Context: an optimization exercise on an open-source flow, tuned for small area, a short achievable clock period and few clock cycles. The choices shown serve that exercise and are no tape-out recipe. Only the layout flow was run in this run; the RTL was not checked for function there. Power is estimated from default activity; no workload was simulated.

===== design/flow/design.v =====
module npk_preview (
    input  wire        clk,
    input  wire        rst,
    input  wire        start,
    input  wire [2:0]  start_frames,     
    input  wire [16:0] start_out,        
    output wire        ready,
    input  wire        ld_valid,
    input  wire [7:0]  ld_data,
    output wire        ld_ready,
    output wire        out_valid,
    output wire [7:0]  out_data,
    input  wire        out_ready,
    output wire        done
);
    reg        ready_q, idle_n;      
    reg        done_q;
    reg        load_r;               
    reg        emit_r;               
    reg        ldr_q, ldr_n;         
    reg [2:0]  frames;
    reg [16:0] outn;                 
    reg [5:0]  lcnt;                 
    reg [5:0]  pos;                  
    wire idle    = ~idle_n;
    wire ldr     = ~ldr_n;
    wire take    = ldr & ld_valid;
    wire go      = idle & start;
    wire lastld  = (lcnt[3:0] == 4'hf) & (lcnt[5:4] == frames[1:0] - 2'd1);
    wire out0    = &outn;            
    wire ldend   = take & lastld;
    wire lhead   = (lcnt[5:1] == 5'd0);      
    wire pwrap   = (pos == 6'd61);
    wire [5:0] pos1 = pwrap ? 6'd0 : pos + 6'd1;
    reg [7:0]  ring [0:61];
    integer k;
    always @(posedge clk) begin
        ring[0] <= ldr ? ld_data : ring[61];
        for (k = 1; k < 62; k = k + 1)
            ring[k] <= ring[k-1];
    end
    reg [7:0] tap;
    always @(*) begin
        case (pos[5:3])
            3'd0: tap = ring[7];
            3'd1: tap = ring[15];
            3'd2: tap = ring[23];
            3'd3: tap = ring[31];
            3'd4: tap = ring[39];
            3'd5: tap = ring[47];
            3'd6: tap = ring[55];
            default: tap = ring[61];
        endcase
    end
    wire attap = (pos[2:0] == 3'b111) | pwrap;
    reg [17:0] e;                    
    reg [7:0]  jj;                   
    reg [1:0]  ahead;                
    reg [7:0]  bb0, bb1;             
    wire       fpar   = jj[1] ^ ahead[0];    
    wire       eneg   = e[17];
    wire       jfst   = (jj[4:0] == 5'd0);
    wire       jend   = jfst & (jj[7:5] == frames);
    wire       have   = (ahead != 2'd0);
    reg        ov_q, ovn;            
    reg [4:0]  od;
    wire oready   = ovn | out_ready;                 
    wire emit_pre = emit_r & eneg & (have | jfst) & ~jend;
    wire settle   = emit_r & ~eneg & (~jj[0] | have);
    wire [12:0] xh   = e[17:5] + {10'd0, frames};
    wire [17:0] x    = {xh, e[4:0]};
    wire        xge  = ~xh[12];
    wire [7:0]  s    = load_r ? {frames, 5'd0} : (eneg ? x[7:0] : e[7:0]);
    wire [17:0] y    = {10'd0, s} + {1'b1, outn} + 18'd1;
    wire [17:0] e_em = xge ? y : x;                  
    wire [17:0] e_st = (settle | load_r) ? y : e;    
    wire        fetch = emit_r & attap & (ahead != 2'd2);
    wire [7:0] cb   = jj[1] ? bb1 : bb0;
    wire [3:0] nib  = jj[0] ? cb[3:0] : cb[7:4];
    wire [4:0] val  = jfst ? 5'b01111 : {nib, 1'b0};
    wire jinc_st = settle;
    wire jinc_em = emit_pre & xge;
    wire [7:0] jj1 = jj + 8'd1;
    wire [1:0] ah_f = ahead + {1'b0, fetch};
    wire [1:0] ah_fb = ah_f - 2'd1;
    always @(posedge clk) begin
        if (idle) begin
            frames <= start_frames;
            outn   <= ~start_out;
        end
        if (idle) begin
            lcnt <= 6'd0;
            pos  <= 6'd0;
        end else if (load_r) begin
            lcnt <= lcnt + {5'd0, take};
            if (ldend)
                pos <= lcnt - 6'd2;      
            else if (!take && !lhead)
                pos <= pos1;
        end else if (!fetch) begin
            pos <= pos1;
        end
        if (load_r) begin
            jj    <= 8'd0;
            ahead <= 2'd2;
            if (take & lhead & ~lcnt[0]) bb0 <= ld_data;
            if (take & lhead &  lcnt[0]) bb1 <= ld_data;
        end else begin
            if (jinc_st | (jinc_em & oready)) jj <= jj1;
            ahead <= ((jinc_st | (jinc_em & oready)) & jj[0]) ? ah_fb : ah_f;
            if (fetch) begin
                if (fpar) bb1 <= tap; else bb0 <= tap;
            end
        end
        e <= (emit_pre & oready) ? e_em : e_st;
        if (ldend & load_r)
            od <= 5'b01111;
        else if (oready)
            od <= val;
        if (rst) begin
            ready_q <= 1'b1;
            idle_n  <= 1'b0;
            done_q  <= 1'b0;
            load_r  <= 1'b0;
            emit_r  <= 1'b0;
            ldr_q   <= 1'b0;
            ldr_n   <= 1'b1;
            ov_q    <= 1'b0;
            ovn     <= 1'b1;
        end else begin
            if (ldend & load_r) begin
                ov_q <= ~out0;
                ovn  <= out0;
            end else if (oready) begin
                ov_q <= emit_pre;
                ovn  <= ~emit_pre;
            end
            if (go) begin
                ready_q <= 1'b0;
                idle_n  <= 1'b1;
                done_q  <= (start_frames == 3'd0);
                load_r  <= (start_frames != 3'd0);
                ldr_q   <= (start_frames != 3'd0);
                ldr_n   <= (start_frames == 3'd0);
                emit_r  <= 1'b0;
            end else if (load_r) begin
                if (ldend) begin
                    load_r <= 1'b0;
                    ldr_q  <= 1'b0;
                    ldr_n  <= 1'b1;
                    emit_r <= ~out0;
                    done_q <= out0;
                end else begin
                    ldr_q <=   lhead | (ldr ? take : pwrap);
                    ldr_n <= ~(lhead | (ldr ? take : pwrap));
                end
            end else if (emit_r) begin
                if (jend & oready) begin
                    emit_r <= 1'b0;
                    done_q <= 1'b1;
                end
            end else if (idle_n) begin
                ready_q <= 1'b1;
                idle_n  <= 1'b0;
                done_q  <= 1'b0;
            end
        end
    end
    assign ready     = ready_q;
    assign done      = done_q;
    assign ld_ready  = ldr_q;
    assign out_valid = ov_q;
    assign out_data  = {od, 3'b000};
endmodule

===== design/flow/flow/run.sh =====
#!/bin/bash
# Layout flow: the standard ORFS flow (the standard.sh) with tighter
# timing-repair targets, plain buffers on the ports and a leaner clock tree.
export SETUP_SLACK_MARGIN=7
export BUFFER_PORTS_ARGS="-buffer_cell sky130_fd_sc_hd__buf_2"
export CTS_ARGS="-sink_clustering_enable -repair_clock_nets -dont_use_dummy_load -sink_clustering_size 25 -sink_clustering_max_diameter 100 -buf_list {sky130_fd_sc_hd__clkbuf_16}"
bash standard.sh > standard.log 2>&1

===== design/flow/standard.sh =====
#!/bin/bash
# synth_recipe.tcl (not shown) runs the flow's synth.tcl, then flattens the netlist and writes it again
# the make line also repeats each setting of config.mk as NAME=value (left out here)
make -C /OpenROAD-flow-scripts/flow DESIGN_CONFIG=/design/flow/config.mk WORK_HOME=/design/flow/orfs CLKGATE_MAP_FILE= SYNTH_SCRIPT=/design/flow/synth_recipe.tcl "${@:-finish}"

===== design/flow/config.mk =====
export PLATFORM = sky130hd
export DESIGN_NAME = npk_preview
export DESIGN_NICKNAME = npk_preview
export VERILOG_FILES = /design/flow/design.v
export SDC_FILE = /design/flow/constraint.sdc
export NUM_CORES = 4
export LEC_CHECK = 0
export CAP_MARGIN = 20
export CORE_MARGIN = 2
export CORE_UTILIZATION = 40
export SLEW_MARGIN = 20

===== design/flow/constraint.sdc =====
create_clock -name core_clock -period 10.0 [get_ports {clk}]
set_input_delay 2.0000 -clock core_clock [delete_from_list [all_inputs] [get_ports {clk}]]
set_output_delay 2.0000 -clock core_clock [all_outputs]
set_load 0.01 [all_outputs]

==> results.sh <==
export IMPL_status="no timing/DRC/antenna violations"
export IMPL_die_w_um=202
export IMPL_worstPathCellList="buf_6"
export IMPL_hold_viol=0
export IMPL_final_nets=1202
export IMPL_slowest_delay_ns=0.37
export IMPL_core_um2=38600
export IMPL_clock_path_buffers=3
export IMPL_portBuffers=41
export IMPL_max_freq_ghz=0.324
export IMPL_die_h_um=202
export IMPL_finalSetupTns_ns=0
export IMPL_synth_distinct_cells=68
export IMPL_reg2reg_from="e[5]$_DFFE_PP_"
export IMPL_vias=7388
export IMPL_powerDensity_nw_per_um2=225
export IMPL_crit_fanout=2
export IMPL_wl_per_cell_um=14.4
export IMPL_grt_use_total_pct=11.7
export IMPL_ys_ff_latch=586
export IMPL_crit_path_end_kind="output pin"
export IMPL_row_count=72
export IMPL_cts_clk_slew_worst_paths_ns=0.09
export IMPL_dp_cells=1615
export IMPL_period_needed_ns=3.09
export IMPL_async_flop_share_pct=0
export IMPL_stdcell_count=1660
export IMPL_p_int_mw=3.11
export IMPL_numCtsBuffers=28
export IMPL_drt_first_pass_iters=4
export IMPL_stdcell_area_um2=17500
export IMPL_diodes=0
export IMPL_start_util_pct=40.5
export IMPL_netlist_area_um2=15600
export IMPL_critPathBufInv=1
export IMPL_grt_pass1_vias=7119
export IMPL_finalSetupViolCount=0
export IMPL_cp_required_ns=8.00
export IMPL_nFillCells=3496
export IMPL_grt_pass1_wl_mm=38.2
export IMPL_postCtsHoldBufs=0
export IMPL_switchingPower_mw=0.822
export IMPL_startpoint="od[2]$_SDFFE_PP1N_"
export IMPL_grt_max_degree=52
export IMPL_power_share_combinational_pct=6.1
export IMPL_place_area_um2=16400
export IMPL_critPathTopFamily="flip-flops"
export IMPL_grt_overflow_total=0
export IMPL_post_drt_via_cell_ratio=4.45
export IMPL_worstHoldStart="ring[40][7]$_DFF_P_"
export IMPL_worstSetupPathType="flop to output pin"
export IMPL_syn_area_per_cell_um2=14.5
export IMPL_p_leak_nw=6.82
export IMPL_clk_latency_ns=0.60
export IMPL_wirelength_mm=23.9
export IMPL_yosysSeqAreaShare_pct=78.6
export IMPL_fin_crit_sh_pct=30.9
export IMPL_crit_slowest_cell="dfxtp_4"
export IMPL_drc=0
export IMPL_syn_inst=1080
export IMPL_final_layout_size_suffix_gt1_share_pct=14.9
export IMPL_hold_path_class="flop to flop"
export IMPL_start_kind="flop"
export IMPL_slew_violations=0
export IMPL_critPathArrivalTime_ns=1.09
export IMPL_maxCapViolCount=0
export IMPL_synthFlopType="dfxtp_1"
export IMPL_globalplace_congestion=0.840
export IMPL_dieArea_um2=40600
export IMPL_rsz0062_at_grt="true"
export IMPL_root_buffer="clkbuf_16"
export IMPL_ctsHtreeMaxLevel=1
export IMPL_p_sw_share_pct=20.9
export IMPL_yosysWarnings=2
export IMPL_areaGrowthSynthToFinish_pct=12.2
export IMPL_slew_headroom_pct=46.8
export IMPL_dp_hpwl_mm=15.3
export IMPL_drt_iter0_markers=347
export IMPL_seqPwrFrac_pct=64.8
export IMPL_clkPwrFrac_pct=29.1
export IMPL_antenna_found_initial=0
export IMPL_cts_tree="done"
export IMPL_drt_antenna_violating_nets=0
export IMPL_synth_edf_count=54
export IMPL_worst_pin_slew_ns=0.797
export IMPL_cts_sink_count=586
export IMPL_fin_skew_ns=0.0943
export IMPL_peakVddDrop_mv=0.109
export IMPL_boundaryPins=45
export IMPL_total_power_mw=3.93
## layer usage
metal | up-vias | track usage [%] | routed length, um
met5 | - | 0 | 0
met4 | 0 | 3.60 | 694
met3 | 48 | 1.75 | 975
met2 | 121 | 17.1 | 9900
met1 | 3503 | 17.9 | 12400
li1 | 3716 | - | -
## area by class of cell
class / instances / area, um2 / share of cell area [%]
tap: 518 / 648 / 3.70
timing repair buffer: 63 / 440 / 2.52
sequential: 586 / 12300 / 70.3
clock buffer: 28 / 701 / 4.00
inverter: 34 / 130 / 0.743
multi-input combinational: 431 / 3280 / 18.8
## path summary, 6_finish.rpt
kind                                       endpoint  slack, ns  cells after the start
worst max-delay path                    out_data[5]       6.91                      1
worst min register to register  ring[41][7]$_DFF_P_       0.26                      0
worst min-delay path            ring[41][7]$_DFF_P_       0.26                      0
worst max register to register      e[14]$_DFFE_PP_       6.94                     13
## cells by family (layout without fill, tap and decap cells)
logic type               Yosys count  after routing  share of synthesized area [%]
AND/OR/NAND/NOR                  200            200                           6.38
flip-flops                       586            586                           78.6
XOR/XNOR                          46             46                           2.58
buffers and inverters             65            125                           1.76
AO/OA/AOI/OAI                    111            111                           4.71
adder cells (fa/ha/maj)           25             25                           2.10
other                              1              3                         0.0240
multiplexers                      46             46                           3.82
## power by group through the flow
stage                     registers [mW]  logic, mW  clock network [mW]
after floorplan                     2.58      0.138                   0
after global placement              2.60      0.177                   0
after detailed placement            2.60      0.180                   0
after CTS                           2.55      0.194                1.20
after global routing                2.56      0.263                1.27
final                               2.55      0.240                1.14
## per-stage QoR
step	hold WS (ns)	utilization, %	worst slack, ns
2_1_floorplan	0.310	-	6.81
3_3_place_gp	0.310	42.7	6.47
3_5_place_dp	0.312	42.7	6.42
4_1_cts	0.264	44.9	6.88
5_1_grt	0.280	45.4	6.80
6_report	0.263	45.4	6.91
## registers in the layout, indices dropped and copies added (netlist names), 2 cells and up
name,cells
ring,496
e,18
outn,17
bb0,8
bb1,8
jj,8
lcnt,6
pos,6
od,5
frames,3
ahead,2
## synthesized netlist by cell type (all sizes together) (7+ instances only)
master,number,area [um2]
a211oi,7,82.6
a21oi,30,150
buf,16,90.1
clkbuf,15,56.3
dfxtp,532,10700
edfxtp,54,1620
ha,23,288
inv,33,124
mux2,9,101
mux2i,27,270
mux4,10,225
nand2,61,231
nand2b,8,50.1
nand3,20,113
nand4,9,56.3
nor2,49,186
nor2b,16,100
nor3,13,70.1
o21ai,36,180
xnor2,31,272
xor2,15,131
## cell usage in the layout (no fill, tap or decap), types with 4 or more instances in the layout
cell,count
a21oi_1,24
a21oi_2,5
and3_1,5
buf_2,32
buf_4,19
buf_6,11
clkbuf_16,28
dfxtp_1,521
dfxtp_4,8
edfxtp_1,54
ha_1,21
inv_1,33
mux2_2,9
mux2i_1,27
mux4_2,10
nand2_1,58
nand2b_1,8
nand3_1,17
nand4_1,9
nor2_1,43
nor2_2,4
nor2b_1,15
nor3_1,10
o21ai_0,27
o21ai_1,4
o21ai_2,4
o22ai_1,6
xnor2_1,30
xor2_1,14
## timing repair
item | in CTS | in global routing
pin swaps | 3 | 21
gates resized for setup | 37 | 30
endpoints found under the setup margin | 29 | 28
setup buffers | 7 | 10

==> re-timing with driven ports <==
How much do the figures lean on ideal ports? The routed layout below was timed once more, with nothing changed but the port constraints.
Step 1, drivers: a clkbuf_16 drives clk and a buf_2 each remaining input, both assumed.
Step 2 moves the port delays by t, midway between the first and last clock arrival at a register: inputs arrive t later, outputs are due t later. That takes back most of the time a late clock gives input paths.
Slacks: ideal / step 1 / step 2; pairs: ideal / step 1.
shift t [ns]: 0.606
setup WS [ns]: 6.909 / 6.857 / 6.535
cell pins on the clock port's net: 1
After both steps setup and hold are still met in this run. The setup slack of this run moves by -0.052 ns with the drivers and by -0.374 ns with both steps.
